Context: an optimization exercise on an open-source flow, tuned for small area, a short achievable clock period and few clock cycles per item. The choices shown serve that exercise and are no tape-out recipe.
Only simulation tests tie the RTL to the original design; equivalence was not proved.
Power figures rest on the tool's default switching activity, not on a simulated workload.

$ cat config.mk
export PLATFORM = sky130hd
export DESIGN_NAME = poseidon_rc_gen
export DESIGN_NICKNAME = poseidon_rc_gen
export VERILOG_FILES = /design/flow/design.v
export SDC_FILE = /design/flow/constraint.sdc
export NUM_CORES = 4
export LEC_CHECK = 0
export CAP_MARGIN = 20
export CORE_MARGIN = 2
export CORE_UTILIZATION = 40
export SLEW_MARGIN = 20
$ cat run.sh
#!/bin/bash
# synth_recipe.tcl (not shown) runs the flow's synth.tcl, then flattens the netlist and writes it again
# the make line also repeats each setting of config.mk as NAME=value (left out here)
make -C /OpenROAD-flow-scripts/flow DESIGN_CONFIG=/design/flow/config.mk WORK_HOME=/design/flow/orfs CLKGATE_MAP_FILE= SYNTH_SCRIPT=/design/flow/synth_recipe.tcl finish
$ cat constraint.sdc
create_clock -name core_clock -period 10.0 [get_ports {clk}]
set_input_delay 2.0000 -clock core_clock [delete_from_list [all_inputs] [get_ports {clk}]]
set_output_delay 2.0000 -clock core_clock [all_outputs]
set_load 0.01 [all_outputs]
$ cat design.v
module poseidon_rc_gen #(
    parameter NMAX       = 256,
    parameter RC_DEPTH   = 65535,
    parameter FIELD_TYPE = 2'b01,
    parameter SBOX_TYPE  = 4'b0000
) (
    input  wire            clk,
    input  wire            rst,
    input  wire            cmd_valid,
    output wire            cmd_ready,
    input  wire [2:0]      cmd_op,
    input  wire [11:0]     n,
    input  wire [11:0]     t,
    input  wire [9:0]      rf,
    input  wire [9:0]      rp,
    input  wire [NMAX-1:0] p,
    output reg             out_valid,
    input  wire            out_ready,
    output reg  [NMAX-1:0] out_data,
    output reg  [15:0]     out_idx,
    output wire [79:0]     lfsr,
    output wire [15:0]     idx,
    output reg             rcv,
    output reg             fault,
    output reg  [3:0]      fault_cause
);
    localparam OP_LINIT = 3'd0;
    localparam OP_ADVR  = 3'd1;
    localparam OP_ADVF  = 3'd2;
    localparam OP_GENC  = 3'd3;
    localparam OP_GENT  = 3'd4;
    localparam CAUSE_ILLEGAL_CMD = 4'd1;
    localparam CAUSE_GEN_PARAM   = 4'd4;
    localparam ST_IDLE  = 3'd0;
    localparam ST_INIT  = 3'd1;    
    localparam ST_RAW   = 3'd2;    
    localparam ST_FILT  = 3'd3;    
    localparam ST_CHECK = 3'd4;    
    localparam ST_EMIT  = 3'd5;    
    reg [2:0]      state;
    reg [2:0]      op;
    reg [79:0]     s;
    reg [15:0]     idx_r;
    reg [11:0]     n_r;
    reg [NMAX-1:0] p_r;
    reg [15:0]     remaining;      
    reg [7:0]      init_cnt;
    reg [11:0]     bit_cnt;
    reg            found;          
    reg [NMAX-1:0] cand;
    assign cmd_ready = (state == ST_IDLE);
    assign lfsr      = s;
    assign idx       = idx_r;
    function [79:0] advance_raw;
        input [79:0] v;
        begin
            advance_raw = {v[78:0], v[79] ^ v[66] ^ v[56] ^ v[41] ^ v[28] ^ v[17]};
        end
    endfunction
    wire [79:0] s_next = advance_raw(s);
    wire [79:0] seed   = {FIELD_TYPE[1:0], SBOX_TYPE[3:0], n, t, rf, rp, {30{1'b1}}};
    wire [22:0] table_size = ({13'd0, rf} + {13'd0, rp}) * {11'd0, t};
    wire        n_ok       = (n != 12'd0) && (n <= NMAX);
    wire        p_ok       = (p != {NMAX{1'b0}});
    wire        out_free   = !out_valid || out_ready;
    wire [NMAX-1:0] cand_next = {cand[NMAX-2:0], s_next[79]};
    always @(posedge clk) begin
        if (rst) begin
            state       <= ST_IDLE;
            op          <= OP_LINIT;
            s           <= 80'd0;
            idx_r       <= 16'd0;
            rcv         <= 1'b0;
            fault       <= 1'b0;
            fault_cause <= 4'd0;
            out_valid   <= 1'b0;
            found       <= 1'b0;
            remaining   <= 16'd0;
            init_cnt    <= 8'd0;
            bit_cnt     <= 12'd0;
            cand        <= {NMAX{1'b0}};
            n_r         <= 12'd0;
            p_r         <= {NMAX{1'b0}};
        end else begin
            if (out_valid && out_ready)
                out_valid <= 1'b0;
            case (state)
            ST_IDLE: begin
                if (cmd_valid) begin
                    case (cmd_op)
                    OP_LINIT: begin
                        op       <= OP_LINIT;
                        s        <= seed;
                        init_cnt <= 8'd160;
                        rcv      <= 1'b0;
                        state    <= ST_INIT;
                    end
                    OP_ADVR: begin
                        op    <= OP_ADVR;
                        state <= ST_RAW;
                    end
                    OP_ADVF: begin
                        op    <= OP_ADVF;
                        found <= 1'b0;
                        state <= ST_FILT;
                    end
                    OP_GENC: begin
                        if (!n_ok || !p_ok || idx_r >= RC_DEPTH) begin
                            fault <= 1'b1;
                            if (!fault) fault_cause <= CAUSE_GEN_PARAM;
                        end else begin
                            op        <= OP_GENC;
                            n_r       <= n;
                            p_r       <= p;
                            remaining <= 16'd1;
                            rcv       <= 1'b0;
                            found     <= 1'b0;
                            bit_cnt   <= 12'd0;
                            cand      <= {NMAX{1'b0}};
                            state     <= ST_FILT;
                        end
                    end
                    OP_GENT: begin
                        if (!n_ok || !p_ok || table_size > RC_DEPTH) begin
                            fault <= 1'b1;
                            if (!fault) fault_cause <= CAUSE_GEN_PARAM;
                        end else begin
                            op        <= OP_GENT;
                            n_r       <= n;
                            p_r       <= p;
                            remaining <= table_size[15:0];
                            s         <= seed;
                            init_cnt  <= 8'd160;
                            rcv       <= 1'b0;
                            state     <= ST_INIT;
                        end
                    end
                    default: begin
                        fault <= 1'b1;
                        if (!fault) fault_cause <= CAUSE_ILLEGAL_CMD;
                    end
                    endcase
                end
            end
            ST_INIT: begin
                s        <= s_next;
                init_cnt <= init_cnt - 8'd1;
                if (init_cnt == 8'd1) begin
                    idx_r <= 16'd0;
                    if (op == OP_GENT && remaining != 16'd0) begin
                        found   <= 1'b0;
                        bit_cnt <= 12'd0;
                        cand    <= {NMAX{1'b0}};
                        state   <= ST_FILT;
                    end else begin
                        if (op == OP_GENT)
                            rcv <= 1'b1;
                        state <= ST_IDLE;
                    end
                end
            end
            ST_RAW: begin
                s     <= s_next;
                state <= ST_IDLE;
            end
            ST_FILT: begin
                s <= s_next;
                if (!found) begin
                    if (s_next[79])
                        found <= 1'b1;
                end else begin
                    found <= 1'b0;
                    if (op == OP_ADVF) begin
                        state <= ST_IDLE;
                    end else begin
                        cand    <= cand_next;
                        bit_cnt <= bit_cnt + 12'd1;
                        if (bit_cnt + 12'd1 == n_r)
                            state <= ST_CHECK;
                    end
                end
            end
            ST_CHECK: begin
                if (cand < p_r) begin
                    state <= ST_EMIT;
                end else begin
                    cand    <= {NMAX{1'b0}};
                    bit_cnt <= 12'd0;
                    state   <= ST_FILT;
                end
            end
            ST_EMIT: begin
                if (out_free) begin
                    out_valid <= 1'b1;
                    out_data  <= cand;
                    out_idx   <= idx_r;
                    idx_r     <= idx_r + 16'd1;
                    remaining <= remaining - 16'd1;
                    if (remaining == 16'd1) begin
                        if (op == OP_GENT)
                            rcv <= 1'b1;
                        state <= ST_IDLE;
                    end else begin
                        cand    <= {NMAX{1'b0}};
                        bit_cnt <= 12'd0;
                        state   <= ST_FILT;
                    end
                end
            end
            default: state <= ST_IDLE;
            endcase
        end
    end
endmodule
==> flow_summary.json <==
{
  "finalHoldViolations": 0,
  "drt_iter0_markers": 2863,
  "cp_slowest_stage_delay_ns": 0.55,
  "syn-cell-area_mm2": 0.0472,
  "nFillCells": 10900,
  "tightest_slew_ns": 1.43,
  "layout_min_cycle_time_ns": 9.60,
  "fin_setup_tns_ns": 0,
  "regToRegEndpoint": "cand[193]$_SDFFE_PP0P_",
  "skew_ns": 0.0257,
  "endpoint_kind": "flop",
  "start_kind": "input pin",
  "grt_pass1_vias": 37300,
  "routed_wl_um": 150000,
  "timing.fmax_ghz": 0.104,
  "clkSlewWorstSetupHoldPaths_ns": 0.06,
  "grt_pass1_wl_um": 227000,
  "syn_to_final_growth_pct": 26.2,
  "netlist_instances": 5041,
  "drcViolationCount": 0,
  "min_path_type": "reg2reg",
  "ios": 683,
  "holdWs_ns": 0.449,
  "relSlewSlack_pct": 4.82,
  "synth_seq_cells": 940,
  "sequential_cell_area_mm2": 0.0215,
  "min_to": "p_r[244]$_SDFFE_PP0P_",
  "arrival_ns": 10.17,
  "path_class": "in2reg",
  "drv_slew": 0,
  "required_ns": 10.57,
  "die_w_um": 348,
  "overflow": 0,
  "finalCritPeriodShare_pct": 96.0,
  "wire_per_inst_um": 20.5,
  "finalPower_mw": 13.6,
  "yosys_warnings": 1,
  "ys_types": 83,
  "leakage_nw": 22.0,
  "crit_fanout": 17,
  "synthArstFlopShare_pct": 0,
  "setup_viol": 0,
  "p_int_mw": 8.89,
  "r2r_start": "p_r[158]$_SDFFE_PP0P_",
  "gp_congestion": 0.863,
  "vdd_drop_max_mv": 0.432,
  "dieHeight_um": 348,
  "die_area_mm2": 0.121,
  "synth.avg_cell_area_um2": 9.37,
  "numCtsBuffers": 103,
  "grt_usage_pct": 24.1,
  "finalNetCount": 6419,
  "cts_tree": "yes",
  "ant_nets": 0,
  "whs_path_depth": 2,
  "clockPowerShare_pct": 29.9,
  "crit_path_frequent_cell": "fa_1",
  "insertion_delay_ns": 0.68,
  "slowest_stage": "fa_1",
  "ys_seq_area_share_pct": 45.6,
  "dp_hpwl_um": 110000,
  "synthFlopType": "dfxtp_1",
  "drive_above_1_share_pct": 13.7,
  "cts_max_path_buffers": 3,
  "switching_share_pct": 34.7,
  "synth_edf_count": 272,
  "grt_max_degree": 197,
  "via_per_inst": 5.30,
  "start_util_pct": 40.1,
  "reg2reg_setup_slack_ns": 4.18,
  "core_mm2": 0.118,
  "multi_input_area_mm2": 0.0225,
  "rows": 126,
  "via_count": 38800,
  "p_comb_share_pct": 39.4,
  "fin_util_pct": 50.7,
  "hold_start": "p_r[244]$_SDFFE_PP0P_",
  "cts_root_buf": "clkbuf_16",
  "cap_violations": 0,
  "htree_levels": 3,
  "power_frac_seq_pct": 30.7,
  "antenna_found_initial": 15,
  "layout.cells.most_common": "nand2_1",
  "dr.pass1.iters": 5,
  "numPortBuffers": 680,
  "status": "complete, no violations",
  "switchingPower_mw": 4.72,
  "final_cell_mix": "nand2_1 (851), clkdlybuf4s50_1 (679), dfxtp_1 (668), a21oi_1 (468), inv_1 (392)",
  "numClockSinks": 940,
  "rr_worst_depth": 13,
  "power_per_cell_area_mw_per_mm2": 228
}
-- layout make-up --
type                    instances  share of cell area, %
clock inverters                45                  0.899
repair buffers                840                   14.1
multi-input cells            3411                   37.8
inverters                     394                   2.48
flip-flops and latches        940                   36.2
diodes                         11                 0.0462
clock buffers                 147                   5.25
well taps                    1536                   3.23
-- worst max-delay path, delay by kind of cell --
family,cells,cell delay (ns)
AND/OR/NAND/NOR,5,0.41
adder cells (fa/ha/maj),8,3.56
AO/OA/AOI/OAI,13,2.71
buffers and inverters,10,1.45
-- routing by layer --
metal	vias up	share of wire, %	GRT usage, %
li1	18800	-	-
met1	18700	44	32.2
met2	1081	47	39.3
met5	-	0.047	0
met3	202	6.3	4.52
met4	10	2.8	7.71
-- timing repair --
item / in CTS / in global routing
gates resized for setup: 0 / 18
hold buffers: 0 / 0
endpoints found under the setup margin: 0 / 372
buffers inserted: 0 / 8
-- synthesized netlist by cell type (all sizes together), types with 19 or more instances --
cell type     n  share of area [%]
a211oi       26               0.42
a21o         38               0.60
a21oi       674                8.7
a311oi       52               0.98
a31oi        19               0.25
and2         74               0.98
and3         20               0.27
buf         130                2.5
clkbuf      167                1.3
dfxtp       668                 28
edfxtp      272                 17
fa           90                3.8
ha          332                8.8
inv         392                3.1
nand2      1051                9.4
nand3       307                3.3
nand4        84                1.1
nor2        144                1.1
nor3         36               0.38
nor4         91                1.2
o21ai        97                1.0
o221a        32               0.76
xnor2        31               0.58
xor2         21               0.39
-- metrics by stage --
| step | worst slack (ns) | area (µm²) | cells |
|---|---|---|---|
| finish | 0.403 | 59600 | 7324 |
| global route | -0.0132 | 59600 | 7320 |
| CTS | 0.161 | 59400 | 7304 |
| detailed placement | -0.537 | 55700 | 7112 |
| global placement | -0.438 | 55700 | 7111 |
| floorplan | 0.0585 | 47200 | 5042 |
-- sequential cells by signal (all words and copies together) (netlist names), 3 cells and up --
register   flops
op             3
s             80
cand         256
n_r           12
p_r          256
out_idx       16
init_cnt       8
remaining     16
state          3
bit_cnt       12
out_data     256
idx_r         16
-- power by group through the flow --
stage | logic [mW] | clock network (mW) | registers (mW)
global route | 5.96 | 4.31 | 4.19
finish | 5.36 | 4.07 | 4.18
global placement | 5.27 | 0 | 4.25
floorplan | 3.16 | 0 | 4.27
CTS | 5.31 | 4.15 | 4.17
detailed placement | 5.27 | 0 | 4.26
-- logic make-up after synthesis --
group	share of synthesized area [%]
xor gates and xnor gates	0.965
muxes	0.0848
adders and majority gates	12.6
DFF	45.6
other	0.00794
and+or+nand+nor	19.0
AOI/OAI and AO/OA	14.7
buffers and inverters	6.95
-- worst max path at each step --
stage          startpoint                     to  slack [ns]  depth (start not counted)
2_1_floorplan       rf[0]  p_r[100]$_SDFFE_PP0P_        0.06                         37
3_3_place_gp        rf[0]  p_r[215]$_SDFFE_PP0P_       -0.44                         34
3_5_place_dp        rf[0]  p_r[215]$_SDFFE_PP0P_       -0.54                         34
4_1_cts             rf[0]  p_r[195]$_SDFFE_PP0P_        0.16                         34
5_1_grt             rf[0]    p_r[5]$_SDFFE_PP0P_       -0.01                         37
6_report            rf[0]     s[32]$_SDFFE_PP0P_        0.40                         36
Testbench counts, summed over its fixed seeds: cycles 1,253,626, items 1,075.

-- separate check: timing with driven ports --
The flow's constraints put no driver on any port. The routed layout listed below was extracted and timed again, unchanged, in two steps. Step 1: set_driving_cell puts a clkbuf_16 on clk and a buf_2 on each other input, an assumption about the parent block. Step 2 moves the port delays by t, midway between the first and last clock arrival at a register: inputs arrive t later, outputs are due t later. That takes back most of the time a late clock gives input paths. Three values: ideal ports, drivers, drivers and shift; two values: the first two.
t (ns): 0.749
slack for setup (ns): 0.403 / 0.459 / -0.290
hold WS [ns]: 0.449 / 0.449 / 0.449
cell pins on the clock port's net: 1
Met with ideal ports but missed after step 2: setup timing in this run. For this run, drivers alone change the setup slack by +0.056 ns; drivers and shift together by -0.693 ns.
